Context: an optimization exercise on an open-source flow, tuned for small area, a short achievable clock period and few clock cycles. The choices shown serve that exercise and are no tape-out recipe.
Where RTL was checked, it was by simulation tests only, not by an equivalence proof against the original.
No functional check of the RTL was part of runs 4 to 6.
Power and IR drop assume default switching activity.

==> flow/standard.sh <==
#!/bin/bash
# synth_recipe.tcl (not shown) runs the flow's synth.tcl, then flattens the netlist and writes it again
# the make line also repeats each setting of config.mk as NAME=value (left out here)
make -C /OpenROAD-flow-scripts/flow DESIGN_CONFIG=/design/flow/config.mk WORK_HOME=/design/flow/orfs CLKGATE_MAP_FILE= SYNTH_SCRIPT=/design/flow/synth_recipe.tcl "${@:-finish}"
==> flow/constraint.sdc <==
create_clock -name core_clock -period 10.0 [get_ports {clk}]
set_input_delay 2.0000 -clock core_clock [delete_from_list [all_inputs] [get_ports {clk}]]
set_output_delay 2.0000 -clock core_clock [all_outputs]
set_load 0.01 [all_outputs]
==> flow/design.v <==
module pcs_rxq (
    input  wire clk,
    input  wire rst,
    input  wire enq_valid,      
    input  wire drain,          
    output wire ready,          
    output wire acc             
);
    reg [4:0] cnt;
    reg       rdy;
    assign ready = rdy;
    assign acc   = enq_valid & rdy;
    always @(posedge clk) begin
        if (rst) begin
            cnt <= 5'd0;
            rdy <= 1'b1;
        end else if (drain) begin
            cnt <= {4'd0, acc};
            rdy <= 1'b1;
        end else if (acc) begin
            cnt <= cnt + 5'd1;
            rdy <= (cnt != 5'd19);
        end
    end
endmodule
module pcs_dec (
    input  wire        clk,
    input  wire        rst,
    input  wire        acc,          
    input  wire [10:0] ent_id,
    input  wire [63:0] ent_data,
    input  wire        drain,        
    output reg  [7:0]  vm_mode,
    output reg  [15:0] vm_vbus,
    output reg  [15:0] vm_vset,
    output reg  [15:0] vm_pmax,
    output reg  [3:0]  vm_ilim_code,
    output reg  [4:0]  vm_ilim_a,
    output reg         vm_en,
    output reg  [13:0] acv_raw,
    output reg  [9:0]  aci_raw,
    output reg  [11:0] dcdc_i_raw,
    output reg  [11:0] hvv_raw,
    output reg  [9:0]  lvv_raw,
    output reg  [63:0] alertm_raw,
    output wire [63:0] alertl_raw
);
    reg [7:0]  p_mode;
    reg [15:0] p_vbus, p_vset, p_pmax;
    reg [3:0]  p_ilim;
    reg        p_en;
    reg [13:0] p_acv;
    reg [9:0]  p_aci;
    reg [11:0] p_dcdci, p_hvv;
    reg [9:0]  p_lvv;
    reg [63:0] p_alm;
    reg [63:8] p_all;
    reg [63:8] all_hi;
    assign alertl_raw = {all_hi, 8'h00};
    wire id_vm  = (ent_id == 11'h10A);
    wire id_ac  = (ent_id == 11'h201);
    wire id_dc  = (ent_id == 11'h202);
    wire id_alm = (ent_id == 11'h204);
    wire id_all = (ent_id == 11'h205) && (ent_data[7:0] == 8'h00);
    wire [3:0] en_code = ent_data[59:56];
    always @(posedge clk) begin
        if (rst) begin
            p_mode <= 8'd0;
            p_en   <= 1'b0;
        end else if (acc && id_vm) begin
            p_mode <= ent_data[7:0];
            if (en_code == 4'hA)
                p_en <= 1'b1;
            else if (en_code == 4'hC)
                p_en <= 1'b0;
        end
    end
    always @(posedge clk) begin
        if (acc && id_vm) begin
            p_vbus <= ent_data[23:8];
            p_vset <= ent_data[39:24];
            p_pmax <= ent_data[55:40];
            p_ilim <= ent_data[63:60];
        end
        if (acc && id_ac) begin
            p_acv <= ent_data[13:0];
            p_aci <= ent_data[23:14];
        end
        if (acc && id_dc) begin
            p_dcdci <= ent_data[11:0];
            p_hvv   <= ent_data[23:12];
            p_lvv   <= ent_data[33:24];
        end
        if (acc && id_alm)
            p_alm <= ent_data;
        if (acc && id_all)
            p_all <= ent_data[63:8];
    end
    always @(posedge clk) begin
        if (rst) begin
            vm_mode <= 8'd0;
            vm_en   <= 1'b0;
        end else if (drain) begin
            vm_mode <= p_mode;
            vm_en   <= p_en;
        end
    end
    always @(posedge clk) begin
        if (drain) begin
            vm_vbus      <= p_vbus;
            vm_vset      <= p_vset;
            vm_pmax      <= p_pmax;
            vm_ilim_code <= p_ilim;
            vm_ilim_a    <= {1'b0, p_ilim} + 5'd1;
            acv_raw      <= p_acv;
            aci_raw      <= p_aci;
            dcdc_i_raw   <= p_dcdci;
            hvv_raw      <= p_hvv;
            lvv_raw      <= p_lvv;
            alertm_raw   <= p_alm;
            all_hi       <= p_all;
        end
    end
endmodule
module pcs_enc (
    input  wire [3:0]  row,
    input  wire [1:0]  alt_flags,      
    input  wire [3:0]  ctr,
    input  wire [3:0]  in_opcode,
    input  wire [15:0] in_vtgt_raw,
    input  wire [15:0] in_pwr_w,
    input  wire        in_chg_active,
    output reg  [10:0] f_id,
    output reg  [3:0]  f_len,
    output reg  [63:0] f_data
);
    wire [3:0] cks_hi = ctr + 4'd6;
    always @(*) begin
        f_id = 11'h000; f_len = 4'd0; f_data = 64'd0;
        case (row)
            4'd0:  begin f_id = 11'h401; f_len = 4'd8;
                         f_data = {48'h665544332211, in_vtgt_raw[15:8], in_vtgt_raw[7:4], in_opcode}; end
            4'd1:  begin f_id = 11'h402; f_len = 4'd3;
                         f_data = {40'd0, 7'd0, in_chg_active, in_pwr_w}; end
            4'd2:  begin f_id = 11'h403; f_len = 4'd8; f_data = 64'hC7C6C5C4C3C2C1C0; end
            4'd3:  begin f_id = 11'h411; f_len = 4'd8;
                         f_data = {cks_hi, 4'hC, ctr, 4'h7, 48'h605040302010}; end
            4'd4:  begin f_id = 11'h421; f_len = 4'd8;
                         f_data = alt_flags[0] ? 64'hB7B6B5B4B3B2B1B0 : 64'hA7A6A5A4A3A2A1A0; end
            4'd5:  begin f_id = 11'h422; f_len = 4'd8; f_data = 64'h0000000000000022; end
            4'd6:  begin f_id = 11'h423; f_len = 4'd8; f_data = 64'hCB695A4B3C2D1E0F; end
            4'd7:  begin f_id = 11'h424; f_len = 4'd8; f_data = 64'h0807060504030201; end
            4'd8:  begin f_id = 11'h425; f_len = 4'd6; f_data = 64'h0000252525252525; end
            4'd9:  begin f_id = 11'h426; f_len = 4'd8;
                         f_data = alt_flags[1] ? 64'hA5A5A5A5A5A5A5A5 : 64'h5A5A5A5A5A5A5A5A; end
            4'd10: begin f_id = 11'h427; f_len = 4'd2; f_data = 64'h0000000000007227; end
            4'd11: begin f_id = 11'h428; f_len = 4'd8; f_data = 64'hFFFFFFFFFFFFFFFF; end
            4'd12: begin f_id = 11'h429; f_len = 4'd0; f_data = 64'h0000000000000000; end
            4'd13: begin f_id = 11'h42A; f_len = 4'd8; f_data = 64'h000000000000002A; end
            4'd14: begin f_id = 11'h42B; f_len = 4'd4; f_data = 64'h00000000EFBEADDE; end
            default: ;
        endcase
    end
endmodule
module m3pcs_can_core (
    input  wire        clk,
    input  wire        rst,
    input  wire        rx_valid,
    input  wire [10:0] rx_id,
    input  wire [3:0]  rx_len,
    input  wire [63:0] rx_data,
    output wire        rx_ready,
    input  wire        cmd_valid,
    input  wire [1:0]  cmd_op,        
    output wire        cmd_ready,
    input  wire        cad_en,
    input  wire [3:0]  in_opcode,
    input  wire [15:0] in_vtgt_raw,
    input  wire [15:0] in_pwr_w,
    input  wire        in_chg_active,
    output wire        tx_valid,
    output reg  [10:0] tx_id,
    output reg  [3:0]  tx_len,
    output reg  [63:0] tx_data,
    input  wire        tx_ready,
    output wire [7:0]  vm_mode,
    output wire [15:0] vm_vbus,
    output wire [15:0] vm_vset,
    output wire [15:0] vm_pmax,
    output wire [3:0]  vm_ilim_code,
    output wire [4:0]  vm_ilim_a,
    output wire        vm_en,
    output wire [13:0] acv_raw,
    output wire [9:0]  aci_raw,
    output wire [11:0] dcdc_i_raw,
    output wire [11:0] hvv_raw,
    output wire [9:0]  lvv_raw,
    output wire [63:0] alertm_raw,
    output wire [63:0] alertl_raw
);
    localparam OP_DRAIN  = 2'd0;
    localparam OP_TICK1  = 2'd1;
    localparam OP_TICK50 = 2'd2;
    reg        tx_vld;           
    reg        idle;             
    reg [3:0]  row;              
    reg [3:0]  tk_one, tk_ten;   
    reg [1:0]  alt;
    reg [3:0]  ctr;
    assign tx_valid  = tx_vld;
    assign cmd_ready = idle;
    wire fire    = cmd_valid && idle;
    wire f_drain = fire && (cmd_op == OP_DRAIN);
    wire f_t1    = fire && (cmd_op == OP_TICK1);
    wire f_t50   = fire && (cmd_op == OP_TICK50);
    wire acc;
    pcs_rxq u_rxq (
        .clk(clk), .rst(rst),
        .enq_valid(rx_valid), .drain(f_drain),
        .ready(rx_ready), .acc(acc)
    );
    pcs_dec u_dec (
        .clk(clk), .rst(rst),
        .acc(acc), .ent_id(rx_id), .ent_data(rx_data), .drain(f_drain),
        .vm_mode(vm_mode), .vm_vbus(vm_vbus), .vm_vset(vm_vset), .vm_pmax(vm_pmax),
        .vm_ilim_code(vm_ilim_code), .vm_ilim_a(vm_ilim_a), .vm_en(vm_en),
        .acv_raw(acv_raw), .aci_raw(aci_raw), .dcdc_i_raw(dcdc_i_raw),
        .hvv_raw(hvv_raw), .lvv_raw(lvv_raw),
        .alertm_raw(alertm_raw), .alertl_raw(alertl_raw)
    );
    wire       t1_five  = (tk_one == 4'd5);
    wire       t1_any   = t1_five || (tk_one == 4'd0 && tk_ten < 4'd5);
    wire [3:0] t1_first = t1_five         ? 4'd0
                        : (tk_ten == 4'd0) ? 4'd4
                        : (tk_ten == 4'd1) ? 4'd7
                        : (tk_ten == 4'd2) ? 4'd9
                        : (tk_ten == 4'd3) ? 4'd11 : 4'd13;
    wire       sends    = cad_en && ((cmd_op == OP_TICK1 && t1_any) || cmd_op == OP_TICK50);
    wire       last     = (row == 4'd2) || (row == 4'd3) || (row == 4'd6) || (row == 4'd8) ||
                          (row == 4'd10) || (row == 4'd12) || (row == 4'd14);
    wire [3:0] nrow = tx_vld ? row + 4'd1 : (cmd_op[1] ? 4'd3 : t1_first);
    wire       load = !tx_vld || tx_ready;
    wire [10:0] f_id;
    wire [3:0]  f_len;
    wire [63:0] f_data;
    pcs_enc u_enc (
        .row(nrow), .alt_flags(alt), .ctr(ctr),
        .in_opcode(in_opcode), .in_vtgt_raw(in_vtgt_raw),
        .in_pwr_w(in_pwr_w), .in_chg_active(in_chg_active),
        .f_id(f_id), .f_len(f_len), .f_data(f_data)
    );
    always @(posedge clk) begin
        if (load) begin
            row     <= nrow;
            tx_id   <= f_id;
            tx_len  <= f_len;
            tx_data <= f_data;
        end
    end
    always @(posedge clk) begin
        if (rst) begin
            tx_vld <= 1'b0;
            idle   <= 1'b1;
            tk_one <= 4'd0;
            tk_ten <= 4'd0;
            alt    <= 2'b00;
            ctr    <= 4'd0;
        end else begin
            if (!tx_vld) begin
                tx_vld <= fire && sends;
                idle   <= !(fire && sends);
            end else if (tx_ready) begin
                tx_vld <= !last;
                idle   <= last;
            end
            if (f_t1) begin
                if (!cad_en) begin
                    tk_one <= 4'd0;
                    tk_ten <= 4'd0;
                end else if (tk_one == 4'd9) begin
                    tk_one <= 4'd0;
                    tk_ten <= (tk_ten == 4'd9) ? 4'd0 : tk_ten + 4'd1;
                end else begin
                    tk_one <= tk_one + 4'd1;
                end
                if (cad_en && tk_one == 4'd0 && tk_ten == 4'd0)
                    alt[0] <= ~alt[0];
                if (cad_en && tk_one == 4'd0 && tk_ten == 4'd2)
                    alt[1] <= ~alt[1];
            end
            if (f_t50 && cad_en)
                ctr <= ctr + 4'd1;
        end
    end
endmodule
==> flow/flow/run.sh <==
#!/bin/bash
# The standard layout (standard.sh), with two changes to how it is made:
# the port buffers are buf_2 cells instead of the delay cell that buffer_ports
# picks by default, and setup repair aims for 7 ns of slack at the design's
# 10 ns period. The tools' output goes to standard.log.
set -e
bash standard.sh finish \
  SETUP_SLACK_MARGIN=7 \
  "BUFFER_PORTS_ARGS=-buffer_cell sky130_fd_sc_hd__buf_2" > standard.log 2>&1
==> flow/config.mk <==
export PLATFORM = sky130hd
export DESIGN_NAME = m3pcs_can_core
export DESIGN_NICKNAME = m3pcs_can_core
export VERILOG_FILES = /design/flow/design.v
export SDC_FILE = /design/flow/constraint.sdc
export NUM_CORES = 4
export LEC_CHECK = 0
export CAP_MARGIN = 20
export CORE_MARGIN = 2
export CORE_UTILIZATION = 40
export CTS_CLUSTER_DIAMETER = 100
export CTS_CLUSTER_SIZE = 24
export PLACE_DENSITY = 0.6
export SLEW_MARGIN = 20
==> results of run 1 <==
## cells in the mapped netlist (all sizes together) (5+ instances only)
master / instances / share of area
edfxtp: 538 / 0.83
nand2: 63 / 0.012
nor2: 43 / 0.0087
dfxtp: 40 / 0.041
a21oi: 35 / 0.0094
buf: 29 / 0.0098
inv: 22 / 0.0042
clkbuf: 18 / 0.0035
o21ai: 18 / 0.0046
nand3: 16 / 0.0041
o211ai: 15 / 0.0058
ha: 12 / 0.0077
xor2: 11 / 0.0049
mux2i: 10 / 0.0051
nand4: 8 / 0.0026
nor3: 8 / 0.0029
a221o: 7 / 0.0036
and3: 7 / 0.0022
a211oi: 6 / 0.0026
a22oi: 6 / 0.0023
nor2b: 5 / 0.0016
## power by group
part | internal (mW) | total, mW | switching (mW)
logic | 0.175 | 0.406 | 0.232
clock network | 0.521 | 1.24 | 0.716
registers | 2.71 | 2.74 | 0.0273
total | 3.40 | 4.38 | 0.975
## layer usage
metal | wire length, µm | global-route usage
met1 | 19800 | 0.239
met2 | 26200 | 0.336
met3 | 4210 | 0.0538
met4 | 895 | 0.0344
met5 | 32 | 0
## flip-flops by register name, summed over array words and instances, names as in the netlist, 14 cells and up
signal            count
u_dec.vm_vset        16
u_dec.all_hi         56
u_dec.p_pmax         16
u_dec.vm_pmax        16
u_dec.p_alm          64
u_dec.acv_raw        14
u_dec.p_acv          14
tx_data              58
u_dec.p_vset         16
u_dec.vm_vbus        16
u_dec.alertm_raw     64
u_dec.p_vbus         16
u_dec.p_all          56
## final cells by class
type	count	area [µm²]	area share
tap	615	769	0.0292
inverter	23	128	0.00485
multi-input combinational	360	2990	0.114
clock buffer	35	727	0.0276
sequential	578	17000	0.645
timing repair buffer	583	4630	0.176
timing repair inverter	2	32.5	0.00124
clock inverter	3	55.1	0.00209
antenna	1	2.50	0.0000951
## worst max path at each step
stage,endpoint,slack (ns)
6_report,u_dec.p_all[39]$_DFFE_PP_,6.54
5_1_grt,u_dec.p_all[54]$_DFFE_PP_,6.51
4_1_cts,u_dec.p_lvv[0]$_DFFE_PP_,6.48
3_5_place_dp,tx_data[7]$_DFFE_PP_,5.28
3_3_place_gp,tx_data[15]$_DFFE_PP_,5.31
2_1_floorplan,u_dec.p_ilim[0]$_DFFE_PP_,5.33
## per-stage QoR
| step | cells | hold WS [ns] | util | cell area (µm²) |
|---|---|---|---|---|
| 2_1_floorplan | 1006 | 0.400 | - | 20100 |
| 6_report | 2200 | 0.408 | 0.549 | 26300 |
| 5_1_grt | 2199 | 0.404 | 0.549 | 26300 |
| 3_3_place_gp | 2017 | 0.401 | 0.474 | 22700 |
| 4_1_cts | 2180 | 0.395 | 0.537 | 25800 |
| 3_5_place_dp | 2017 | 0.405 | 0.474 | 22700 |
## cells by family (layout without fill, tap and decap cells)
kind of cell             Yosys count  in the layout  synth area share
buffers and inverters             70            646            0.0177
AND/OR/NAND/NOR                  180            182            0.0460
other                              1             13          0.000192
AO/OA/AOI/OAI                    127            127            0.0455
flip-flops                       578            578             0.870
XOR/XNOR                          15             15           0.00674
multiplexers                      12             12           0.00629
adder cells (fa/ha/maj)           12             12           0.00770
## timing repair
item | in CTS | in global routing
hold buffers | 0 | 0
pin swaps | 38 | 25
endpoints found under the setup margin | 710 | 623
cloned | 25 | 5
resized for setup | 180 | 75
endpoints found under the hold margin | 0 | 0
setup buffers | 100 | 14
## worst reg2reg max path, stage by stage, from the launching register on
cell,delay [ns]
dfxtp_1,0.51
nand4bb_1,0.50
a31oi_4,0.34
o21a_4,0.18
inv_2,0.07
ha_4,0.20
nand2b_4,0.15
o211ai_1,0.23
nand4_1,0.26
a221o_1,0.32
==> metrics.cfg, run 1 <==
[outcome]
outcome = timing/DRC/antenna clean

[timing]
rsz0062_at_grt = true
setup_viol = 0
layout_setup_ws_ns = 6.54
skew_ns = 0.0346
worst_pin_slew_ns = 1.03
finalSetupTns_ns = 0
finalCritPeriodShare = 0.346
slew_viol_final = 0
final_hold_viol_count = 0
relSlewSlack = 0.310
post-route-min-period_ns = 3.46
max_clock_freq_mhz = 289

[route]
vias = 11077
ant_nets = 0
viasPerCell = 5.04
drc = 0
drtIter0Drc = 888
routedWlPerCell_um = 23.3
drt_wl_total_um = 51200
dr.pass1.iters = 7

[synthesis]
syn-cell-area_mm2 = 0.0195
syn-instance-count = 995
synthArstFlopShare = 0
synth_edf_count = 538
ys_seq_area_frac = 0.870
syn_area_per_cell_um2 = 19.6
ys_warn_count = 4
synthFlopType = edfxtp_1
synth-seq-cells = 578
yosysUniqueCellTypes = 72

[worst_setup_path]
crit_chain = buf_6 -> or4_4 -> buf_4 -> nor3_4 -> nand3_2 -> buf_6 -> nor2_4 -> buf_8 -> buf_4 -> buf_12
slowest_stage = or4_4
r2r_slack_ns = 6.99
rr_endpoint = tx_data[7]$_DFFE_PP_
critPathRequiredTime_ns = 10.32
end_kind = register
path_delay_family = simple AND/OR/NAND/NOR gates
critical_path_arrival_ns = 3.78
cp-startpoint = rx_id[6]
worstReg2RegStart = tk_one[0]$_SDFFE_PP0P_
cpPeakStageDelay_ns = 0.55
critPathBufInv = 6
ff2ff_path_depth = 9
critical_path_class = in2reg
path_max_fanout = 7
critPathLaunchType = input pin
cp.depth = 10

[worst_hold_path]
hold_depth = 0
holdCritStartpoint = u_dec.p_dcdci[5]$_DFFE_PP_
holdPathEnd = u_dec.dcdc_i_raw[5]$_DFFE_PP_
hold_path.class = reg2reg

[cts]
cts_buffers = 28
clock_sinks = 578
cts_tree = yes
cts_max_path_buffers = 3
clk_pin_slew_ns = 0.09
root_buffer = clkbuf_16
clk_latency_ns = 0.62
htreeDepth = 1

[placement]
gp_congestion = 0.795
place_ws_ns = 5.28
portBuffers = 437
dp_hpwl_um = 29800

[floorplan]
die_h_um = 225
fp.coreArea_mm2 = 0.0479
rows = 80
io_pins = 458
initial_utilization = 0.407
dieArea_mm2 = 0.0505
die_w_um = 225

[final_layout]
final_net_count = 1712
nFillCells = 3697
layout_commonest_cell = edfxtp_1
areaGrowthSynthToFinish_pct = 35.0
drive_gt1_frac = 0.473
layout_common_cells = 538 x edfxtp_1, 391 x buf_2, 85 x buf_6

[global_routing]
globalRouteOverflowTotal = 0
grt_max_degree = 81
grtUsageTotal = 0.191
grt_pass1_wl_um = 70300
grt_pass1_vias = 10502
antenna_found_initial = 4

[power_and_ir_drop]
leakage_nw = 9.78
p_total_mw = 4.38
vdd_ir_drop_max_mv = 0.154
powerDensity_mw_per_mm2 = 166

[flow_run]
maxCapViolations = 0

Testbench counts, summed over its fixed seeds: cycles 5,661.
==> run 2: changes to the inputs <==
==> flow/flow/run.sh (replaced) <==
#!/bin/bash
# The standard layout (standard.sh), with two changes to how it is made:
# the port buffers are buf_1 cells instead of the delay cell that buffer_ports
# picks by default, and setup repair aims for 7 ns of slack at the design's
# 10 ns period. The tools' output goes to standard.log.
set -e
bash standard.sh finish \
  SETUP_SLACK_MARGIN=7 \
  "BUFFER_PORTS_ARGS=-buffer_cell sky130_fd_sc_hd__buf_1" > standard.log 2>&1
--- a/flow/config.mk
+++ b/flow/config.mk
@@ -10,4 +10,2 @@
 export CORE_UTILIZATION = 40
-export CTS_CLUSTER_DIAMETER = 100
-export CTS_CLUSTER_SIZE = 24
 export PLACE_DENSITY = 0.6
==> run 2 against run 1 <==
Clock skew shrank 0.016 ns. Maximum frequency shrank 0.11%. Worst hold slack gained 0.0048 ns. Global-route usage up 0.18 points. Register-to-register slack improved by 0.07 ns. Largest cell class unchanged. Largest power group unchanged.
==> metrics.cfg, run 2 <==
[outcome]
outcome = timing/DRC/antenna clean  ; unchanged

[timing]
slew_viol_final = 0  ; unchanged
post-route-min-period_ns = 3.47  ; was 3.46 ns
skew_ns = 0.0186  ; was 0.0346 ns
finalCritPeriodShare = 0.347  ; was 0.346
final_hold_viol_count = 0  ; unchanged
worst_pin_slew_ns = 0.997  ; was 1.03 ns
finalSetupTns_ns = 0  ; unchanged
setup_viol = 0  ; unchanged
rsz0062_at_grt = true  ; unchanged
layout_setup_ws_ns = 6.53  ; was 6.54 ns
max_clock_freq_mhz = 288  ; was 289 MHz
relSlewSlack = 0.335  ; was 0.310

[cts]
cts_buffers = 55  ; was 28
cts_max_path_buffers = 3  ; unchanged
htreeDepth = 2  ; was 1
cts_tree = yes  ; unchanged
clk_pin_slew_ns = 0.06  ; was 0.09 ns
ctsHoldBuffers = 0  ; unchanged
clock_sinks = 578  ; unchanged
root_buffer = clkbuf_16  ; unchanged
clk_latency_ns = 0.61  ; was 0.62 ns

[global_routing]
grt_pass1_wl_um = 71600  ; was 70300 µm
grtUsageTotal = 0.193  ; was 0.191
grt_max_degree = 80  ; was 81
grt_pass1_vias = 10872  ; was 10502
globalRouteOverflowTotal = 0  ; unchanged
antenna_found_initial = 3  ; was 4

[route]
ant_nets = 0  ; unchanged
dr.max_layer_used = met5  ; unchanged
met1Wirelength_um = 20200  ; was 19800 µm
routedWlPerCell_um = 22.6  ; was 23.3 µm
vias = 11573  ; was 11077
wl_met2_um = 26200  ; about the same
dr_wl_met3_um = 4180  ; was 4210 µm
dr.pass1.iters = 4  ; was 7
drc = 0  ; unchanged
viasPerCell = 5.04  ; about the same
drtIter0Drc = 774  ; was 888
drt_wl_total_um = 52000  ; was 51200 µm

[placement]
place_ws_ns = 5.15  ; was 5.28 ns
gp_congestion = 0.818  ; was 0.795
placed_area_mm2 = 0.0222  ; was 0.0227 mm²
portBuffers = 437  ; unchanged
dp.cells = 2019  ; was 2017
dp_hpwl_um = 29300  ; was 29800 µm

[final_layout]
layout_commonest_cell = edfxtp_1  ; unchanged
stdcell_count = 2297  ; was 2200
drive_gt1_frac = 0.411  ; was 0.473
nFillCells = 3530  ; was 3697
areaGrowthSynthToFinish_pct = 41.0  ; was 35.0%
stdcell_area_mm2 = 0.0275  ; was 0.0263 mm²
reg_top3 = u_dec.alertm_raw (64), u_dec.p_alm (64), tx_data (58)  ; unchanged
layout_common_cells = 538 x edfxtp_1, 170 x clkbuf_2, 141 x buf_1  ; was 538 x edfxtp_1, 391 x buf_2, 85 x buf_6
antennaDiodeCount = 0  ; was 1
final_net_count = 1776  ; was 1712
fin_util = 0.573  ; was 0.549

[synthesis]
synth.most_common_cell = edfxtp_1  ; unchanged
synth-seq-cells = 578  ; unchanged
synth_area_leaders = edfxtp_1 83%, dfxtp_1 4.1%, nand2_1 1.2%  ; unchanged
synth_edf_count = 538  ; unchanged
ys_seq_area_frac = 0.870  ; unchanged
yosysUniqueCellTypes = 72  ; unchanged
ys_warn_count = 4  ; unchanged
yosys.area.top_type = edfxtp_1  ; unchanged
ys_top_cells_by_count = 538 x edfxtp_1, 63 x nand2_1, 42 x nor2_1  ; unchanged
syn_area_per_cell_um2 = 19.6  ; unchanged
syn-instance-count = 995  ; unchanged
synthArstFlopShare = 0  ; unchanged
yosysTopAreaCellShare = 0.829  ; unchanged
syn-cell-area_mm2 = 0.0195  ; unchanged
synthFlopType = edfxtp_1  ; unchanged

[flow_run]
maxCapViolations = 0  ; unchanged

[power_and_ir_drop]
vdd_ir_drop_max_mv = 0.149  ; was 0.154 mV
powerDensity_mw_per_mm2 = 188  ; was 166 mW/mm²
leakage_nw = 10.1  ; was 9.78 nW

[floorplan]
die_w_um = 225  ; unchanged
die_h_um = 225  ; unchanged
dieArea_mm2 = 0.0505  ; unchanged
fp.coreArea_mm2 = 0.0479  ; unchanged
io_pins = 458  ; unchanged
rows = 80  ; unchanged
initial_utilization = 0.407  ; unchanged

[worst_hold_path]
hold_path.class = reg2reg  ; unchanged

[worst_setup_path]
path_max_fanout = 5  ; was 7
critPathRequiredTime_ns = 10.30  ; was 10.32 ns
critical_path_arrival_ns = 3.77  ; was 3.78 ns
end_kind = register  ; unchanged
critical_path_class = in2reg  ; unchanged
critPathLaunchType = input pin  ; unchanged

[run 2: cell counts after synthesis]
No cell type changed its count.
[run 2: layout make-up]
type / instances / area, µm² / area share
inverters: 23 / 133 / 0.00482
clock inverters: 33 / 313 / 0.0114
multi-input cells: 360 / 3030 / 0.110
well taps: 615 / 769 / 0.0280
clock buffers: 66 / 1420 / 0.0516
flip-flops and latches: 578 / 17000 / 0.617
repair buffers: 620 / 4810 / 0.175
repair inverters: 2 / 46.3 / 0.00168
[run 2: cell families (layout without fill, tap and decap cells)]
logic type               after synthesis  in the layout  synth area share
flip-flops                           578            578             0.870
other                                  1             12          0.000192
buffers and inverters                 70            744            0.0177
AND/OR/NAND/NOR                      180            182            0.0460
XOR/XNOR                              15             15           0.00674
adder cells (fa/ha/maj)               12             12           0.00770
AO/OA/AOI/OAI                        127            127            0.0455
multiplexers                          12             12           0.00629
[run 2: power by group]
group / leakage [nW] / total [mW] / internal (mW) / switching [mW]
sequential: 5.37 / 2.74 / 2.71 / 0.0276
clock: 0.841 / 2.00 / 1.14 / 0.863
combinational: 3.85 / 0.416 / 0.175 / 0.240
[run 2: worst paths after layout]
kind                        startpoint                         end  slack (ns)  depth (start not counted)
max                           rx_id[5]    u_dec.p_lvv[1]$_DFFE_PP_        6.53                          8
min          u_dec.p_all[19]$_DFFE_PP_  u_dec.all_hi[19]$_DFFE_PP_        0.41                          0
max reg2reg     tk_one[0]$_SDFFE_PP0P_       tx_data[15]$_DFFE_PP_        7.06                          9
min reg2reg  u_dec.p_all[19]$_DFFE_PP_  u_dec.all_hi[19]$_DFFE_PP_        0.41                          0
[run 2: through the flow]
stage,hold WS [ns],total power [mW]
floorplan,0.400,2.96
global placement,0.400,3.07
detailed placement,0.405,3.07
CTS,0.408,5.15
global route,0.421,5.32
finish,0.413,5.16
[run 2: timing repair]
| item | CTS | global route |
|---|---|---|
| buffers inserted | 106 | 40 |
| gates resized for setup | 304 | 263 |
| gates cloned | 28 | 5 |
| endpoints found under the setup margin | 720 | 767 |
| pin swaps | 39 | 40 |
[run 2: layer usage]
layer | up-vias | track usage
met5 | - | 0
met4 | 6 | 0.0412
met3 | 107 | 0.0494
met2 | 544 | 0.332
met1 | 5751 | 0.248
li1 | 5165 | -
[run 2: critical path, stage by stage]
cell and delay [ns]:
buf_1 0.07, or4_4 0.56, nor4_4 0.16, nand3b_1 0.22, nor4b_4 0.28, buf_6 0.18
buf_4 0.13, clkbuf_16 0.15
==> run 3: changes to the inputs <==
--- a/flow/flow/run.sh
+++ b/flow/flow/run.sh
@@ -7,3 +7,3 @@
 bash standard.sh finish \
-  SETUP_SLACK_MARGIN=7 \
+  SETUP_SLACK_MARGIN=6.6 \
   "BUFFER_PORTS_ARGS=-buffer_cell sky130_fd_sc_hd__buf_1" > standard.log 2>&1
--- a/flow/config.mk
+++ b/flow/config.mk
@@ -10,2 +10,4 @@
 export CORE_UTILIZATION = 40
+export CTS_CLUSTER_DIAMETER = 100
+export CTS_CLUSTER_SIZE = 24
 export PLACE_DENSITY = 0.6
==> run 3 against run 2 <==
Non-clock buffer count is 136 lower. Combinational power is 28% lower. Via count is 9.2% lower. Sequential power hardly changed. Register-to-register slack better by 0.15 ns. Largest power group unchanged. Wire length is 13% lower. Count of clock-buffer cells in the layout is 31 lower. First-iteration DRC count is 0.90% higher.
==> metrics.cfg, run 3 <==
[outcome]
outcome = timing/DRC/antenna clean  ; unchanged

[placement]
dp.cells = 2019  ; unchanged
dp_hpwl_um = 29000  ; was 29300 µm
portBuffers = 437  ; unchanged
placed_area_mm2 = 0.0220  ; was 0.0222 mm²
gp_congestion = 0.812  ; was 0.818

[cts]
htreeDepth = 1  ; was 2
clk_latency_ns = 0.60  ; was 0.61 ns
cts_tree = yes  ; unchanged
root_buffer = clkbuf_16  ; unchanged
cts_max_path_buffers = 3  ; unchanged
clock_sinks = 578  ; unchanged
clk_pin_slew_ns = 0.09  ; was 0.06 ns
ctsHoldBuffers = 0  ; unchanged
cts_buffers = 28  ; was 55

[final_layout]
layout_commonest_cell = edfxtp_1  ; unchanged
final_net_count = 1612  ; was 1776
stdcell_area_mm2 = 0.0234  ; was 0.0275 mm²
reg_top3 = u_dec.alertm_raw (64), u_dec.p_alm (64), tx_data (58)  ; unchanged
fin_util = 0.488  ; was 0.573
stdcell_count = 2101  ; was 2297
areaGrowthSynthToFinish_pct = 20.0  ; was 41.0%
seqCellArea_mm2 = 0.0170  ; about the same
multi_input_area_mm2 = 0.00258  ; was 0.00303 mm²
layout_common_cells = 538 x edfxtp_1, 436 x buf_1, 60 x nand2_1  ; was 538 x edfxtp_1, 170 x clkbuf_2, 141 x buf_1
drive_gt1_frac = 0.0990  ; was 0.411
nFillCells = 4046  ; was 3530

[synthesis]
yosysTopAreaCellShare = 0.829  ; unchanged
synth_edf_count = 538  ; unchanged
synth_area_leaders = edfxtp_1 83%, dfxtp_1 4.1%, nand2_1 1.2%  ; unchanged
ys_warn_count = 4  ; unchanged
synth.most_common_cell = edfxtp_1  ; unchanged
syn_area_per_cell_um2 = 19.6  ; unchanged
ys_top_cells_by_count = 538 x edfxtp_1, 63 x nand2_1, 42 x nor2_1  ; unchanged
synthArstFlopShare = 0  ; unchanged
ys_seq_area_frac = 0.870  ; unchanged
yosys.area.top_type = edfxtp_1  ; unchanged
syn-cell-area_mm2 = 0.0195  ; unchanged
synthFlopType = edfxtp_1  ; unchanged
synth-seq-cells = 578  ; unchanged
syn-instance-count = 995  ; unchanged
yosysUniqueCellTypes = 72  ; unchanged

[global_routing]
globalRouteOverflowTotal = 0  ; unchanged
grt_pass1_wl_um = 63200  ; was 71600 µm
grt_pass1_vias = 9889  ; was 10872
antenna_found_initial = 5  ; was 3
grtUsageTotal = 0.168  ; was 0.193
grt_max_degree = 123  ; was 80

[route]
drt_wl_total_um = 45400  ; was 52000 µm
routedWlPerCell_um = 21.6  ; was 22.6 µm
viasPerCell = 5.00  ; was 5.04
drc = 0  ; unchanged
drtIter0Drc = 781  ; was 774
dr.pass1.iters = 5  ; was 4
ant_nets = 0  ; unchanged
vias = 10504  ; was 11573

[timing]
hold_ws_ns = 0.408  ; was 0.413 ns
rsz0062_at_grt = true  ; unchanged
finalSetupTns_ns = 0  ; unchanged
max_clock_freq_mhz = 291  ; was 288 MHz
skew_ns = 0.0156  ; was 0.0186 ns
setup_viol = 0  ; unchanged
slew_viol_final = 0  ; unchanged
finalCritPeriodShare = 0.344  ; was 0.347
post-route-min-period_ns = 3.44  ; was 3.47 ns
relSlewSlack = 0.373  ; was 0.335
worst_pin_slew_ns = 0.941  ; was 0.997 ns
final_hold_viol_count = 0  ; unchanged

[worst_setup_path]
critical_path_class = in2reg  ; unchanged
end_kind = register  ; unchanged
critical_path_arrival_ns = 3.74  ; was 3.77 ns
critPathLaunchType = input pin  ; unchanged
ff2ff_path_depth = 8  ; was 9
rr_endpoint = tx_data[15]$_DFFE_PP_  ; unchanged
r2r_slack_ns = 7.21  ; was 7.06 ns
critPathRequiredTime_ns = 10.30  ; about the same
worstReg2RegStart = tk_one[0]$_SDFFE_PP0P_  ; unchanged
path_max_fanout = 17  ; was 5

[worst_hold_path]
hold_path.class = reg2reg  ; unchanged
holdPathEnd = u_dec.vm_vbus[8]$_DFFE_PP_  ; was u_dec.all_hi[19]$_DFFE_PP_
holdCritStartpoint = u_dec.p_vbus[8]$_DFFE_PP_  ; was u_dec.p_all[19]$_DFFE_PP_
hold_depth = 0  ; unchanged

[floorplan]
dieArea_mm2 = 0.0505  ; unchanged
initial_utilization = 0.407  ; unchanged
rows = 80  ; unchanged
die_w_um = 225  ; unchanged
die_h_um = 225  ; unchanged
fp.coreArea_mm2 = 0.0479  ; unchanged
io_pins = 458  ; unchanged

[power_and_ir_drop]
powerDensity_mw_per_mm2 = 182  ; was 188 mW/mm²
leakage_nw = 7.57  ; was 10.1 nW
vdd_ir_drop_max_mv = 0.153  ; was 0.149 mV

[flow_run]
maxCapViolations = 0  ; unchanged

==> run 3: through the flow <==
step | worst slack (ns) | total power [mW]
after detailed placement | 5.52 | 3.07
after CTS | 6.62 | 4.30
final | 6.56 | 4.27
after global placement | 5.55 | 3.06
after global routing | 6.56 | 4.41
after floorplan | 5.33 | 2.95
==> run 3: power breakdown <==
part	switching [mW]	internal, mW
combinational	0.203	0.0952
clock	0.710	0.521
sequential	0.0278	2.71
total	0.941	3.33
==> run 3: cell families after synthesis <==
| kind of cell | Yosys count | share of synthesized area |
|---|---|---|
| adder cells (fa/ha/maj) | 12 | 0.00770 |
| AND/OR/NAND/NOR | 180 | 0.0460 |
| multiplexers | 12 | 0.00629 |
| buffers and inverters | 70 | 0.0177 |
| other | 1 | 0.000192 |
| AO/OA/AOI/OAI | 127 | 0.0455 |
| XOR/XNOR | 15 | 0.00674 |
| flip-flops | 578 | 0.870 |
==> run 3: layout make-up <==
cell class	instances	share of cell area
clock inverter	4	0.00251
tap	615	0.0329
timing repair buffer	484	0.0922
antenna	1	0.000107
sequential	578	0.725
multi-input combinational	360	0.110
clock buffer	35	0.0311
inverter	23	0.00503
timing repair inverter	1	0.000856
==> run 3: how the worst max path moves through the flow <==
stage                   start                           to
floorplan            rx_id[5]    u_dec.p_ilim[0]$_DFFE_PP_
global placement     rx_id[5]    u_dec.p_all[33]$_DFFE_PP_
detailed placement   rx_id[5]    u_dec.p_alm[18]$_DFFE_PP_
CTS                 cmd_op[1]        tx_data[15]$_DFFE_PP_
global route         rx_id[5]  u_dec.p_dcdci[11]$_DFFE_PP_
finish               rx_id[5]     u_dec.p_lvv[4]$_DFFE_PP_
==> run 3: metal layers <==
layer,vias up,global-route usage,part of all wire
met2,417,0.290,0.50
met5,-,0,0.0012
met3,78,0.0466,0.083
met1,5225,0.212,0.40
li1,4776,-,-
met4,8,0.0391,0.024
==> run 3: what timing repair did <==
item,CTS,global route
pin swaps,11,11
setup buffers,24,11
gates resized for setup,25,13
endpoints found under the setup margin,499,160
cloned,4,3
==> run 3: worst max-delay path: stages <==
cell and delay, ns:
buf_1 0.07, or4_4 0.55, nor4_4 0.18, nand3b_1 0.23, nor4b_4 0.27, buf_4 0.20, clkbuf_16 0.21
==> run 4: changes to the inputs <==
--- a/flow/design.v
+++ b/flow/design.v
@@ -59,7 +59,10 @@
     assign alertl_raw = {all_hi, 8'h00};
-    wire id_vm  = (ent_id == 11'h10A);
-    wire id_ac  = (ent_id == 11'h201);
-    wire id_dc  = (ent_id == 11'h202);
-    wire id_alm = (ent_id == 11'h204);
-    wire id_all = (ent_id == 11'h205) && (ent_data[7:0] == 8'h00);
+    wire z_hi   = ~(ent_id[10] | ent_id[7] | ent_id[6]) & ~(ent_id[5] | ent_id[4]);
+    wire g_vm   = ~ent_id[9] & ent_id[8] & ent_id[3] & ~ent_id[2] & ent_id[1] & ~ent_id[0];
+    wire g_20   = ent_id[9] & ~ent_id[8] & ~ent_id[3];
+    wire id_vm  = z_hi & g_vm;
+    wire id_ac  = z_hi & g_20 & (ent_id[2:0] == 3'd1);
+    wire id_dc  = z_hi & g_20 & (ent_id[2:0] == 3'd2);
+    wire id_alm = z_hi & g_20 & (ent_id[2:0] == 3'd4);
+    wire id_all = z_hi & g_20 & (ent_id[2:0] == 3'd5) & ~|ent_data[7:0];
     wire [3:0] en_code = ent_data[59:56];
==> flow/flow/run.sh (replaced) <==
#!/bin/bash
# The standard layout (standard.sh), with two changes to how it is made:
# the port buffers are buf_2 cells instead of the delay cell that buffer_ports
# picks by default, and setup repair aims for 7 ns of slack at the design's
# 10 ns period. The tools' output goes to standard.log.
set -e
bash standard.sh finish \
  SETUP_SLACK_MARGIN=7 \
  "BUFFER_PORTS_ARGS=-buffer_cell sky130_fd_sc_hd__buf_2" > standard.log 2>&1
--- a/flow/config.mk
+++ b/flow/config.mk
@@ -10,4 +10,2 @@
 export CORE_UTILIZATION = 40
-export CTS_CLUSTER_DIAMETER = 100
-export CTS_CLUSTER_SIZE = 24
 export PLACE_DENSITY = 0.6
==> run 4 against run 3 <==
Cell count rose by 7.9%. Sequential power about the same. Utilization rose by 6.4 points. Count of clock-buffer cells in the layout rose by 33. Cell area increased by 15%. Sequential cell count is the same. Worst setup slack got worse by 0.045 ns. Critical path depth up 1. Non-clock buffer count up 71. Wire length increased by 12%. Highest routed layer unchanged.
==> metrics.cfg, run 4 <==
[placement]
dp_hpwl_um = 31000  ; was 29000 µm
portBuffers = 437  ; unchanged
dp.cells = 2048  ; was 2019
placed_area_mm2 = 0.0228  ; was 0.0220 mm²
gp_congestion = 0.832  ; was 0.812

[final_layout]
reg_top3 = u_dec.alertm_raw (64), u_dec.p_alm (64), tx_data (58)  ; unchanged
stdcell_area_mm2 = 0.0268  ; was 0.0234 mm²
stdcell_count = 2266  ; was 2101
layout_commonest_cell = edfxtp_1  ; unchanged
final_net_count = 1731  ; was 1612
drive_gt1_frac = 0.462  ; was 0.0990
areaGrowthSynthToFinish_pct = 37.2  ; was 20.0%
layout_common_cells = 538 x edfxtp_1, 388 x buf_2, 72 x buf_6  ; was 538 x edfxtp_1, 436 x buf_1, 60 x nand2_1

[synthesis]
yosys.area.top_type = edfxtp_1  ; unchanged
synth_area_leaders = edfxtp_1 83%, dfxtp_1 4.1%, nand2_1 1.4%  ; was edfxtp_1 83%, dfxtp_1 4.1%, nand2_1 1.2%
syn-cell-area_mm2 = 0.0196  ; was 0.0195 mm²
syn-instance-count = 1010  ; was 995
yosysUniqueCellTypes = 73  ; was 72
synth_edf_count = 538  ; unchanged
ys_seq_area_frac = 0.867  ; was 0.870
syn_area_per_cell_um2 = 19.4  ; was 19.6 µm²
ys_top_cells_by_count = 538 x edfxtp_1, 72 x nand2_1, 40 x dfxtp_1  ; was 538 x edfxtp_1, 63 x nand2_1, 42 x nor2_1
synth-seq-cells = 578  ; unchanged
yosysTopAreaCellShare = 0.826  ; was 0.829
ys_warn_count = 4  ; unchanged
synthFlopType = edfxtp_1  ; unchanged
synthArstFlopShare = 0  ; unchanged
synth.most_common_cell = edfxtp_1  ; unchanged

[timing]
setup_viol = 0  ; unchanged
finalSetupTns_ns = 0  ; unchanged
relSlewSlack = 0.329  ; was 0.373
max_clock_freq_mhz = 287  ; was 291 MHz
skew_ns = 0.0233  ; was 0.0156 ns
final_hold_viol_count = 0  ; unchanged
post-route-min-period_ns = 3.48  ; was 3.44 ns
finalCritPeriodShare = 0.348  ; was 0.344
slew_viol_final = 0  ; unchanged
worst_pin_slew_ns = 1.01  ; was 0.941 ns
rsz0062_at_grt = true  ; unchanged

[route]
drc = 0  ; unchanged
drtIter0Drc = 936  ; was 781
viasPerCell = 4.99  ; was 5.00
wl_met2_um = 25000  ; was 22500 µm
dr.max_layer_used = met5  ; unchanged
ant_nets = 0  ; unchanged
drt_wl_total_um = 51000  ; was 45400 µm
dr.pass1.iters = 5  ; unchanged
routedWlPerCell_um = 22.5  ; was 21.6 µm
vias = 11306  ; was 10504
dr_wl_met3_um = 4970  ; was 3770 µm
met1Wirelength_um = 19700  ; was 17900 µm

[worst_hold_path]
hold_depth = 0  ; unchanged
hold_path.class = reg2reg  ; unchanged
holdPathEnd = u_dec.alertm_raw[36]$_DFFE_PP_  ; was u_dec.vm_vbus[8]$_DFFE_PP_
holdCritStartpoint = u_dec.p_alm[36]$_DFFE_PP_  ; was u_dec.p_vbus[8]$_DFFE_PP_

[power_and_ir_drop]
leakage_nw = 10.2  ; was 7.57 nW
vdd_ir_drop_max_mv = 0.147  ; was 0.153 mV
powerDensity_mw_per_mm2 = 193  ; was 182 mW/mm²

[worst_setup_path]
critical_path_arrival_ns = 3.79  ; was 3.74 ns
critPathBufInv = 3  ; unchanged
critPathRequiredTime_ns = 10.31  ; was 10.30 ns
slowest_stage = or4_4  ; unchanged
end_kind = register  ; unchanged
worstReg2RegStart = tk_one[0]$_SDFFE_PP0P_  ; unchanged
r2r_slack_ns = 6.99  ; was 7.21 ns
critical_path_class = in2reg  ; unchanged
path_max_fanout = 7  ; was 17
path_delay_family = simple AND/OR/NAND/NOR gates  ; unchanged
crit_chain = buf_6 -> or4_4 -> or2_4 -> nor3_4 -> nand2_2 -> nor2_4 -> buf_12 -> clkbuf_16  ; was buf_1 -> or4_4 -> nor4_4 -> nand3b_1 -> nor4b_4 -> buf_4 -> clkbuf_16
ff2ff_path_depth = 10  ; was 8
cpPeakStageDelay_ns = 0.53  ; was 0.55 ns
rr_endpoint = tx_data[7]$_DFFE_PP_  ; was tx_data[15]$_DFFE_PP_
critPathLaunchType = input pin  ; unchanged

[global_routing]
antenna_found_initial = 6  ; was 5
grt_max_degree = 84  ; was 123
globalRouteOverflowTotal = 0  ; unchanged
grt_pass1_vias = 10670  ; was 9889
grtUsageTotal = 0.193  ; was 0.168
grt_pass1_wl_um = 71000  ; was 63200 µm

[outcome]
outcome = timing/DRC/antenna clean  ; unchanged

[cts]
clk_pin_slew_ns = 0.06  ; was 0.09 ns
cts_buffers = 56  ; was 28
htreeDepth = 2  ; was 1
cts_tree = yes  ; unchanged
cts_max_path_buffers = 3  ; unchanged
clock_sinks = 578  ; unchanged
root_buffer = clkbuf_16  ; unchanged
clk_latency_ns = 0.60  ; about the same

[floorplan]
dieArea_mm2 = 0.0507  ; was 0.0505 mm²
die_w_um = 225  ; about the same
initial_utilization = 0.402  ; was 0.407
die_h_um = 225  ; about the same
rows = 81  ; was 80
fp.coreArea_mm2 = 0.0486  ; was 0.0479 mm²
io_pins = 458  ; unchanged

[flow_run]
maxCapViolations = 0  ; unchanged

[run 4: cell count changes after synthesis, sizes merged, moves of 5 or more]
cell	before	now
nand2	63	74
nand3	16	39
a221o	7	2
nor2	43	36
o211ai	15	7
o21ai	18	25
nand4	8	15
a21oi	35	29
[run 4: final cells by class]
class | count | area [µm²]
timing repair inverter | 3 | 40.0
inverter | 22 | 136
clock buffer | 68 | 1490
clock inverter | 36 | 378
multi-input combinational | 381 | 2900
fill | 3759 | 21800
timing repair buffer | 555 | 4140
antenna | 1 | 2.50
sequential | 578 | 17000
tap | 622 | 778
[run 4: logic make-up (layout without fill, tap and decap cells)]
| kind of cell | Yosys count | count (layout) | synth area share |
|---|---|---|---|
| other cells | 1 | 13 | 0.000192 |
| simple gates | 225 | 226 | 0.0585 |
| compound gates | 105 | 105 | 0.0388 |
| fa+ha+maj | 10 | 10 | 0.00640 |
| buf+inv | 63 | 684 | 0.0161 |
| mux | 12 | 12 | 0.00620 |
| flops | 578 | 578 | 0.867 |
| xor+xnor | 16 | 16 | 0.00716 |
[run 4: worst register-to-register path: stages, from the launching register on]
cell	delay, ns
dfxtp_1	0.48
nand4bb_1	0.61
and3_1	0.47
o22ai_4	0.20
buf_6	0.14
ha_4	0.22
inv_12	0.06
a21oi_4	0.28
buf_12	0.18
nand3_2	0.06
nand4_1	0.15
[run 4: power breakdown]
part           internal (mW)  total, mW  switching [mW]
registers               2.70       2.73          0.0242
clock network           1.24       2.12           0.878
logic                  0.130      0.330           0.200
[run 4: repair_timing]
| action | CTS | global route |
|---|---|---|
| setup buffers | 66 | 20 |
| resized for setup | 153 | 76 |
| hold buffers | 0 | 0 |
| pin swaps | 37 | 27 |
| cloned | 21 | 6 |
| setup endpoints to repair | 705 | 652 |
[run 4: how the worst max path moves through the flow]
stage	startpoint	to	cells past startpoint
floorplan	rx_id[7]	u_dec.p_alm[0]$_DFFE_PP_	5
global placement	rx_id[7]	u_dec.p_alm[13]$_DFFE_PP_	7
detailed placement	rx_id[7]	u_dec.p_alm[13]$_DFFE_PP_	7
CTS	rx_id[7]	u_dec.p_alm[7]$_DFFE_PP_	8
global route	rx_id[7]	u_dec.p_alm[6]$_DFFE_PP_	8
finish	rx_id[7]	u_dec.p_alm[2]$_DFFE_PP_	8
[run 4: metrics by stage]
step / util / setup WS (ns) / hold slack, ns / total power, mW
finish: 0.552 / 6.52 / 0.409 / 5.18
global route: 0.552 / 6.52 / 0.420 / 5.34
CTS: 0.541 / 6.61 / 0.415 / 5.20
detailed placement: 0.469 / 5.20 / 0.405 / 3.06
global placement: 0.469 / 5.19 / 0.400 / 3.05
floorplan: - / 5.53 / 0.400 / 2.93
[run 4: metal layers]
| layer | vias up | global-route usage |
|---|---|---|
| li1 | 5092 | - |
| met1 | 5613 | 0.240 |
| met2 | 510 | 0.317 |
| met3 | 81 | 0.0708 |
| met4 | 10 | 0.0543 |
| met5 | - | 0 |
==> run 5: changes to the inputs <==
--- a/flow/config.mk
+++ b/flow/config.mk
@@ -7,2 +7,3 @@
 export LEC_CHECK = 0
+export ABC_CLOCK_PERIOD_IN_PS = 400
 export CAP_MARGIN = 20
==> run 5 against run 4 <==
Still clean on timing, DRC and antenna. Combinational power about the same. Worst hold slack did not move. Sequential cell count unchanged. Wire length is the same. Non-clock buffer count unchanged. Critical path type unchanged. Critical endpoint unchanged. Highest routed layer unchanged.
==> metrics.cfg, run 5 <==
[synthesis]
syn_area_per_cell_um2 = 19.4  ; unchanged
ys_seq_area_frac = 0.867  ; unchanged
yosysUniqueCellTypes = 73  ; unchanged
yosysTopAreaCellShare = 0.826  ; unchanged
synth_edf_count = 538  ; unchanged
synth.most_common_cell = edfxtp_1  ; unchanged
ys_warn_count = 4  ; unchanged
syn-instance-count = 1010  ; unchanged
synth_area_leaders = edfxtp_1 83%, dfxtp_1 4.1%, nand2_1 1.4%  ; unchanged
syn-cell-area_mm2 = 0.0196  ; unchanged
ys_top_cells_by_count = 538 x edfxtp_1, 72 x nand2_1, 40 x dfxtp_1  ; unchanged
synthFlopType = edfxtp_1  ; unchanged
synthArstFlopShare = 0  ; unchanged
yosys.area.top_type = edfxtp_1  ; unchanged
synth-seq-cells = 578  ; unchanged

[placement]
place_ws_ns = 5.20  ; unchanged
portBuffers = 437  ; unchanged
placed_area_mm2 = 0.0228  ; unchanged
dp.cells = 2048  ; unchanged
dp_hpwl_um = 31000  ; unchanged
gp_congestion = 0.832  ; unchanged

[timing]
max_clock_freq_mhz = 287  ; unchanged
rsz0062_at_grt = true  ; unchanged
layout_setup_ws_ns = 6.52  ; unchanged
relSlewSlack = 0.329  ; unchanged
hold_ws_ns = 0.409  ; unchanged
final_hold_viol_count = 0  ; unchanged
skew_ns = 0.0233  ; unchanged
finalSetupTns_ns = 0  ; unchanged
finalCritPeriodShare = 0.348  ; unchanged
worst_pin_slew_ns = 1.01  ; unchanged
post-route-min-period_ns = 3.48  ; unchanged
slew_viol_final = 0  ; unchanged
setup_viol = 0  ; unchanged

[power_and_ir_drop]
power_frac_clock = 0.409  ; about the same
seqPwrFrac = 0.527  ; about the same
netSwitchingFraction = 0.213  ; unchanged
switching_power_mw = 1.10  ; unchanged
intPower_mw = 4.08  ; unchanged
powerDensity_mw_per_mm2 = 193  ; unchanged
combPwrFrac = 0.064  ; about the same
vdd_ir_drop_max_mv = 0.147  ; unchanged
leakage_nw = 10.2  ; unchanged

[route]
vias = 11306  ; unchanged
dr.pass1.iters = 5  ; unchanged
drc = 0  ; unchanged
ant_nets = 0  ; unchanged
routedWlPerCell_um = 22.5  ; unchanged
viasPerCell = 4.99  ; unchanged
drtIter0Drc = 936  ; unchanged
drt_wl_total_um = 51000  ; unchanged

[cts]
cts_buffers = 56  ; unchanged
ctsHoldBuffers = 0  ; unchanged
clock_sinks = 578  ; unchanged
cts_max_path_buffers = 3  ; unchanged
root_buffer = clkbuf_16  ; unchanged
clk_pin_slew_ns = 0.06  ; about the same
clk_latency_ns = 0.60  ; about the same
htreeDepth = 2  ; unchanged
cts_tree = yes  ; unchanged

[global_routing]
met3_usage = 0.0708  ; unchanged
grt-busiest-layer = met2  ; unchanged
grt_pass1_wl_um = 71000  ; unchanged
grt_util_met2 = 0.317  ; unchanged
grt_pass1_vias = 10670  ; unchanged
globalRouteOverflowTotal = 0  ; unchanged
use_met1 = 0.240  ; unchanged
antenna_found_initial = 6  ; unchanged
grt_max_degree = 84  ; unchanged
grtUsageTotal = 0.193  ; unchanged

[worst_setup_path]
ff2ff_path_depth = 10  ; unchanged
r2r_slack_ns = 6.99  ; about the same
worstReg2RegStart = tk_one[0]$_SDFFE_PP0P_  ; unchanged
critical_path_class = in2reg  ; unchanged
critPathLaunchType = input pin  ; unchanged
rr_endpoint = tx_data[7]$_DFFE_PP_  ; unchanged
path_max_fanout = 7  ; unchanged
critical_path_arrival_ns = 3.79  ; about the same
critPathRequiredTime_ns = 10.31  ; about the same
end_kind = register  ; unchanged

[floorplan]
initial_utilization = 0.402  ; unchanged
rows = 81  ; unchanged
die_w_um = 225  ; unchanged
dieArea_mm2 = 0.0507  ; unchanged
io_pins = 458  ; unchanged
fp.coreArea_mm2 = 0.0486  ; unchanged
die_h_um = 225  ; unchanged

[final_layout]
drive_gt1_frac = 0.462  ; unchanged
stdcell_count = 2266  ; unchanged
reg_top3 = u_dec.alertm_raw (64), u_dec.p_alm (64), tx_data (58)  ; unchanged
areaGrowthSynthToFinish_pct = 37.2  ; unchanged
stdcell_area_mm2 = 0.0268  ; unchanged
layout_commonest_cell = edfxtp_1  ; unchanged
layout_common_cells = 538 x edfxtp_1, 388 x buf_2, 72 x buf_6  ; unchanged
final_net_count = 1731  ; unchanged

[worst_hold_path]
hold_depth = 0  ; unchanged
holdCritStartpoint = u_dec.p_alm[36]$_DFFE_PP_  ; unchanged
hold_path.class = reg2reg  ; unchanged
holdPathEnd = u_dec.alertm_raw[36]$_DFFE_PP_  ; unchanged

[outcome]
outcome = timing/DRC/antenna clean  ; unchanged

[flow_run]
maxCapViolations = 0  ; unchanged

-- run 5: cell counts in the layout (fill, tap and decap cells not counted) --
No cell type changed its count.
-- run 5: per-layer routing --
metal / vias up / wire, µm
met5: - / 57
met4: 10 / 1330
met3: 81 / 4970
li1: 5092 / -
met1: 5613 / 19700
met2: 510 / 25000
-- run 5: worst max path at each step --
stage                                endpoint  slack (ns)      from  cells past startpoint
CTS                  u_dec.p_alm[7]$_DFFE_PP_        6.61  rx_id[7]                      8
global route         u_dec.p_alm[6]$_DFFE_PP_        6.52  rx_id[7]                      8
global placement    u_dec.p_alm[13]$_DFFE_PP_        5.19  rx_id[7]                      7
detailed placement  u_dec.p_alm[13]$_DFFE_PP_        5.20  rx_id[7]                      7
finish               u_dec.p_alm[2]$_DFFE_PP_        6.52  rx_id[7]                      8
floorplan            u_dec.p_alm[0]$_DFFE_PP_        5.53  rx_id[7]                      5
-- run 5: worst max-delay path, stage by stage --
cell,delay [ns]
buf_6,0.09
or4_4,0.53
or2_4,0.26
nor3_4,0.22
nand2_2,0.13
nor2_4,0.22
buf_12,0.17
clkbuf_16,0.17
-- run 5: metrics by stage --
step	total power, mW	util
2_1_floorplan	2.93	-
3_3_place_gp	3.05	0.469
3_5_place_dp	3.06	0.469
4_1_cts	5.20	0.541
5_1_grt	5.34	0.552
6_report	5.18	0.552
-- run 5: cell families (layout without fill, tap and decap cells) --
kind of cell / Yosys count / count (layout) / share of synthesized area
compound gates: 105 / 105 / 0.0388
xor+xnor: 16 / 16 / 0.00716
fa+ha+maj: 10 / 10 / 0.00640
buf+inv: 63 / 684 / 0.0161
flops: 578 / 578 / 0.867
mux: 12 / 12 / 0.00620
other cells: 1 / 13 / 0.000192
simple gates: 225 / 226 / 0.0585
-- run 5: what timing repair did --
action / in CTS / in global routing
gates resized for setup: 153 / 76
endpoints found under the setup margin: 705 / 652
gates cloned: 21 / 6
pin swaps: 37 / 27
setup buffers: 66 / 20
-- run 5: power by group through the flow --
stage | sequential (mW) | combinational (mW) | clock, mW
after floorplan | 2.81 | 0.120 | 0
after global placement | 2.78 | 0.279 | 0
after detailed placement | 2.78 | 0.282 | 0
after CTS | 2.73 | 0.320 | 2.16
after global routing | 2.73 | 0.354 | 2.26
final | 2.73 | 0.330 | 2.12
-- run 5: layout make-up --
class	count	area (µm²)
sequential	578	17000
multi-input combinational	381	2900
timing repair inverter	3	40.0
clock inverter	36	378
antenna	1	2.50
fill	3759	21800
inverter	22	136
tap	622	778
clock buffer	68	1490
timing repair buffer	555	4140
==> run 6: changes to the inputs <==
--- a/flow/design.v
+++ b/flow/design.v
@@ -59,10 +59,7 @@
     assign alertl_raw = {all_hi, 8'h00};
-    wire z_hi   = ~(ent_id[10] | ent_id[7] | ent_id[6]) & ~(ent_id[5] | ent_id[4]);
-    wire g_vm   = ~ent_id[9] & ent_id[8] & ent_id[3] & ~ent_id[2] & ent_id[1] & ~ent_id[0];
-    wire g_20   = ent_id[9] & ~ent_id[8] & ~ent_id[3];
-    wire id_vm  = z_hi & g_vm;
-    wire id_ac  = z_hi & g_20 & (ent_id[2:0] == 3'd1);
-    wire id_dc  = z_hi & g_20 & (ent_id[2:0] == 3'd2);
-    wire id_alm = z_hi & g_20 & (ent_id[2:0] == 3'd4);
-    wire id_all = z_hi & g_20 & (ent_id[2:0] == 3'd5) & ~|ent_data[7:0];
+    wire id_vm, id_ac, id_dc, id_alm, id_all;
+    pcs_idm u_idm (
+        .id(ent_id), .b0(ent_data[7:0]),
+        .vm(id_vm), .ac(id_ac), .dc(id_dc), .alm(id_alm), .all(id_all)
+    );
     wire [3:0] en_code = ent_data[59:56];
@@ -127,2 +124,17 @@
 endmodule
+module pcs_idm (
+    input  wire [10:0] id,
+    input  wire [7:0]  b0,
+    output wire        vm,
+    output wire        ac,
+    output wire        dc,
+    output wire        alm,
+    output wire        all
+);
+    assign vm  = (id == 11'h10A);
+    assign ac  = (id == 11'h201);
+    assign dc  = (id == 11'h202);
+    assign alm = (id == 11'h204);
+    assign all = (id == 11'h205) && (b0 == 8'h00);
+endmodule
 module pcs_enc (
--- a/flow/flow/run.sh
+++ b/flow/flow/run.sh
@@ -7,3 +7,3 @@
 bash standard.sh finish \
-  SETUP_SLACK_MARGIN=7 \
+  SETUP_SLACK_MARGIN=6.6 \
   "BUFFER_PORTS_ARGS=-buffer_cell sky130_fd_sc_hd__buf_2" > standard.log 2>&1
--- a/flow/config.mk
+++ b/flow/config.mk
@@ -7,3 +7,2 @@
 export LEC_CHECK = 0
-export ABC_CLOCK_PERIOD_IN_PS = 400
 export CAP_MARGIN = 20
@@ -11,3 +10,7 @@
 export CORE_UTILIZATION = 40
+export CTS_CLUSTER_DIAMETER = 100
+export CTS_CLUSTER_SIZE = 24
 export PLACE_DENSITY = 0.6
 export SLEW_MARGIN = 20
+export SYNTH_HIERARCHICAL = 1
+export SYNTH_MINIMUM_KEEP_SIZE = 0
==> run 6 against run 5 <==
Still clean on timing, DRC and antenna. Critical path depth fell by 3. Worst setup slack improved by 0.076 ns. Utilization fell by 6.5 points. Wire length fell by 9.9%. First-iteration DRC count rose by 2.9%. Area after synthesis rose by 3.4%. Cell area fell by 9.2%. Worst hold slack improved by 0.0054 ns. Cell count fell by 2.3%. Critical endpoint is now u_dec.p_all[55]$_DFFE_PP_.
==> metrics.cfg, run 6 <==
[cts]
cts_buffers = 28  ; was 56
cts_tree = yes  ; unchanged
clk_pin_slew_ns = 0.10  ; was 0.06 ns
root_buffer = clkbuf_16  ; unchanged
clock_sinks = 588  ; was 578
htreeDepth = 1  ; was 2
cts_max_path_buffers = 3  ; unchanged
clk_latency_ns = 0.59  ; was 0.60 ns
ctsHoldBuffers = 0  ; unchanged

[final_layout]
nFillCells = 4305  ; was 3759
areaGrowthSynthToFinish_pct = 20.5  ; was 37.2%
seqCellArea_mm2 = 0.0173  ; was 0.0170 mm²
final_net_count = 1653  ; was 1731
layout_common_cells = 548 x edfxtp_1, 441 x buf_2, 72 x nand2_1  ; was 538 x edfxtp_1, 388 x buf_2, 72 x buf_6
layout_commonest_cell = edfxtp_1  ; unchanged
multi_input_area_mm2 = 0.00280  ; was 0.00290 mm²
stdcell_area_mm2 = 0.0244  ; was 0.0268 mm²
reg_top3 = tx_data (64), u_dec.alertm_raw (64), u_dec.p_alm (64)  ; was u_dec.alertm_raw (64), u_dec.p_alm (64), tx_data (58)
drive_gt1_frac = 0.364  ; was 0.462
stdcell_count = 2215  ; was 2266
fin_util = 0.487  ; was 0.552

[timing]
skew_ns = 0.0222  ; was 0.0233 ns
relSlewSlack = 0.513  ; was 0.329
worst_pin_slew_ns = 0.730  ; was 1.01 ns
finalCritPeriodShare = 0.341  ; was 0.348
post-route-min-period_ns = 3.41  ; was 3.48 ns
hold_ws_ns = 0.414  ; was 0.409 ns
finalSetupTns_ns = 0  ; unchanged
max_clock_freq_mhz = 294  ; was 287 MHz
slew_viol_final = 0  ; unchanged
rsz0062_at_grt = true  ; unchanged
layout_setup_ws_ns = 6.59  ; was 6.52 ns
final_hold_viol_count = 0  ; unchanged
setup_viol = 0  ; unchanged

[synthesis]
synthArstFlopShare = 0  ; unchanged
yosysTopAreaCellShare = 0.813  ; was 0.826
syn_area_per_cell_um2 = 18.9  ; was 19.4 µm²
ys_top_cells_by_count = 548 x edfxtp_1, 80 x nand2_1, 46 x a21oi_1  ; was 538 x edfxtp_1, 72 x nand2_1, 40 x dfxtp_1
ys_seq_area_frac = 0.853  ; was 0.867
synth_edf_count = 548  ; was 538
ys_warn_count = 10  ; was 4
syn-cell-area_mm2 = 0.0202  ; was 0.0196 mm²
synth-seq-cells = 588  ; was 578
yosys.area.top_type = edfxtp_1  ; unchanged
synthFlopType = edfxtp_1  ; unchanged
synth.most_common_cell = edfxtp_1  ; unchanged
yosysUniqueCellTypes = 79  ; was 73
syn-instance-count = 1069  ; was 1010
synth_area_leaders = edfxtp_1 81%, dfxtp_1 4.0%, nand2_1 1.5%  ; was edfxtp_1 83%, dfxtp_1 4.1%, nand2_1 1.4%

[route]
viasPerCell = 4.79  ; was 4.99
ant_nets = 0  ; unchanged
drt_wl_total_um = 46000  ; was 51000 µm
routedWlPerCell_um = 20.7  ; was 22.5 µm
drtIter0Drc = 963  ; was 936
dr.pass1.iters = 5  ; unchanged
vias = 10615  ; was 11306
drc = 0  ; unchanged

[worst_setup_path]
critPathLaunchType = input pin  ; unchanged
critPathRequiredTime_ns = 10.22  ; was 10.31 ns
critical_path_arrival_ns = 3.62  ; was 3.79 ns
end_kind = register  ; unchanged
slowest_stage = and2_4  ; was or4_4
critPathBufInv = 1  ; was 3
critical_path_class = in2reg  ; unchanged
path_delay_family = simple AND/OR/NAND/NOR gates  ; unchanged
crit_chain = buf_2 -> nor4_4 -> nand3b_1 -> nor2_2 -> and2_4  ; was buf_6 -> or4_4 -> or2_4 -> nor3_4 -> nand2_2 -> nor2_4 -> buf_12 -> clkbuf_16
path_max_fanout = 28  ; was 7
cpPeakStageDelay_ns = 0.56  ; was 0.53 ns

[placement]
place_ws_ns = 5.09  ; was 5.20 ns
dp_hpwl_um = 29900  ; was 31000 µm
gp_congestion = 0.828  ; was 0.832
portBuffers = 441  ; was 437
dp.cells = 2149  ; was 2048
placed_area_mm2 = 0.0232  ; was 0.0228 mm²

[global_routing]
globalRouteOverflowTotal = 0  ; unchanged
grt_pass1_vias = 10213  ; was 10670
grt_max_degree = 85  ; was 84
grtUsageTotal = 0.167  ; was 0.193
antenna_found_initial = 4  ; was 6
grt_pass1_wl_um = 65900  ; was 71000 µm

[power_and_ir_drop]
switching_power_uw = 920  ; was 1.10 mW
powerDensity_mw_per_mm2 = 179  ; was 193 mW/mm²
power_frac_clock = 0.293  ; was 0.409
leakage_nw = 8.97  ; was 10.2 nW
combPwrFrac = 0.070  ; was 0.064
vdd_ir_drop_max_mv = 0.129  ; was 0.147 mV
intPower_mw = 3.44  ; was 4.08 mW
seqPwrFrac = 0.637  ; was 0.527
netSwitchingFraction = 0.211  ; was 0.213
p_total_mw = 4.36  ; was 5.18 mW

[floorplan]
die_h_um = 229  ; was 225 µm
die_w_um = 229  ; was 225 µm
io_pins = 458  ; unchanged
rows = 82  ; was 81
fp.coreArea_mm2 = 0.0501  ; was 0.0486 mm²
initial_utilization = 0.404  ; was 0.402
dieArea_mm2 = 0.0524  ; was 0.0507 mm²

[worst_hold_path]
hold_path.class = reg2reg  ; unchanged

[flow_run]
maxCapViolations = 0  ; unchanged

[outcome]
outcome = timing/DRC/antenna clean  ; unchanged

==> run 6: cells by family (layout without fill, tap and decap cells) <==
logic type	count (synthesis)	after routing	synth area share
and+or+nand+nor	220	222	0.0582
xor gates and xnor gates	16	16	0.00730
muxes	20	20	0.0101
AOI/OAI and AO/OA	141	141	0.0431
DFF	588	588	0.853
other	2	14	0.000371
adders and majority gates	10	10	0.00618
buffers and inverters	72	532	0.0218
==> run 6: per-module statistics from Yosys (local to each module, per instance) <==
| module | copies in the design | flip-flops and latches | cell area, µm² | cells inside |
|---|---|---|---|---|
| pcs_rxq | 1 | 6 | 255 | 30 |
| m3pcs_can_core | 1 | 99 | 3520 | 212 |
| pcs_idm | 1 | 0 | 109 | 15 |
| pcs_dec | 1 | 483 | 14800 | 555 |
| pcs_enc | 1 | 0 | 1570 | 257 |
==> run 6: metal layers <==
layer,global-route usage,wire [µm],vias to the layer above
met5,0,37,-
met1,0.218,19100,5247
met2,0.285,22800,381
met4,0.0355,796,6
met3,0.0407,3290,58
li1,-,-,4923
==> run 6: layout make-up <==
class,instances,area share
Sequential cell,588,0.708
Multi-Input combinational cell,421,0.115
Timing Repair Buffer,457,0.102
Tap cell,672,0.0345
Clock buffer,50,0.0330
Inverter,22,0.00411
Clock inverter,2,0.00159
Timing Repair inverter,1,0.00123
Antenna cell,2,0.000205
==> run 6: worst register-to-register path, delay by kind of cell (launching register included) <==
kind                       cells  cell delay, ns
AOI/OAI and AO/OA              4            0.65
adders and majority gates      1            0.22
and+or+nand+nor                4            0.82
DFF                            1            0.38
buffers and inverters          2            0.30
==> run 6: power by group through the flow <==
stage | sequential, mW | clock, mW | combinational [mW]
after floorplan | 2.87 | 0 | 0.125
after global placement | 2.83 | 0 | 0.296
after detailed placement | 2.83 | 0 | 0.298
after CTS | 2.78 | 1.32 | 0.304
after global routing | 2.78 | 1.41 | 0.331
final | 2.78 | 1.28 | 0.307
==> run 6: worst paths after layout <==
check                            start                         end  slack, ns  depth (start not counted)
max                           rx_id[4]   u_dec.p_all[55]$_DFFE_PP_       6.59                          5
min          u_dec.p_all[16]$_DFFE_PP_  u_dec.all_hi[16]$_DFFE_PP_       0.41                          0
max reg2reg     tk_one[1]$_SDFFE_PP0P_       tx_data[16]$_DFFE_PP_       7.41                         11
min reg2reg  u_dec.p_all[16]$_DFFE_PP_  u_dec.all_hi[16]$_DFFE_PP_       0.41                          0
==> run 6: repair_timing <==
action                                  CTS  global route
endpoints found under the setup margin  305           230
gates cloned                              2             4
resized for setup                        17            17
setup buffers                             1             4
pin swaps                                 1             2

[afterwards: timing with drivers on the ports]
No port has a modelled driver above. Below, the same layouts with a new extraction and two added sets of constraints.
Step 1 assumes that a clkbuf_16 drives the clock port and a buf_2 every other input.
Step 2 also shifts input and output timing later by t, the mid clock arrival at the registers, as if the neighbouring blocks saw the same clock.
Slacks: no drivers / after step 1 / after step 2; pairs: no drivers / after step 1.
run | t (ns) | setup WS [ns]
run 1 | 0.654 | 6.536 / 6.556 / 5.902
run 2 | 0.649 | 6.533 / 6.557 / 5.908
run 3 | 0.644 | 6.563 / 6.591 / 5.947
run 4 | 0.647 | 6.519 / 6.540 / 5.894
run 5 | 0.647 | 6.519 / 6.540 / 5.894
run 6 | 0.631 | 6.595 / 6.623 / 5.992
After both steps every run listed still meets setup and hold.
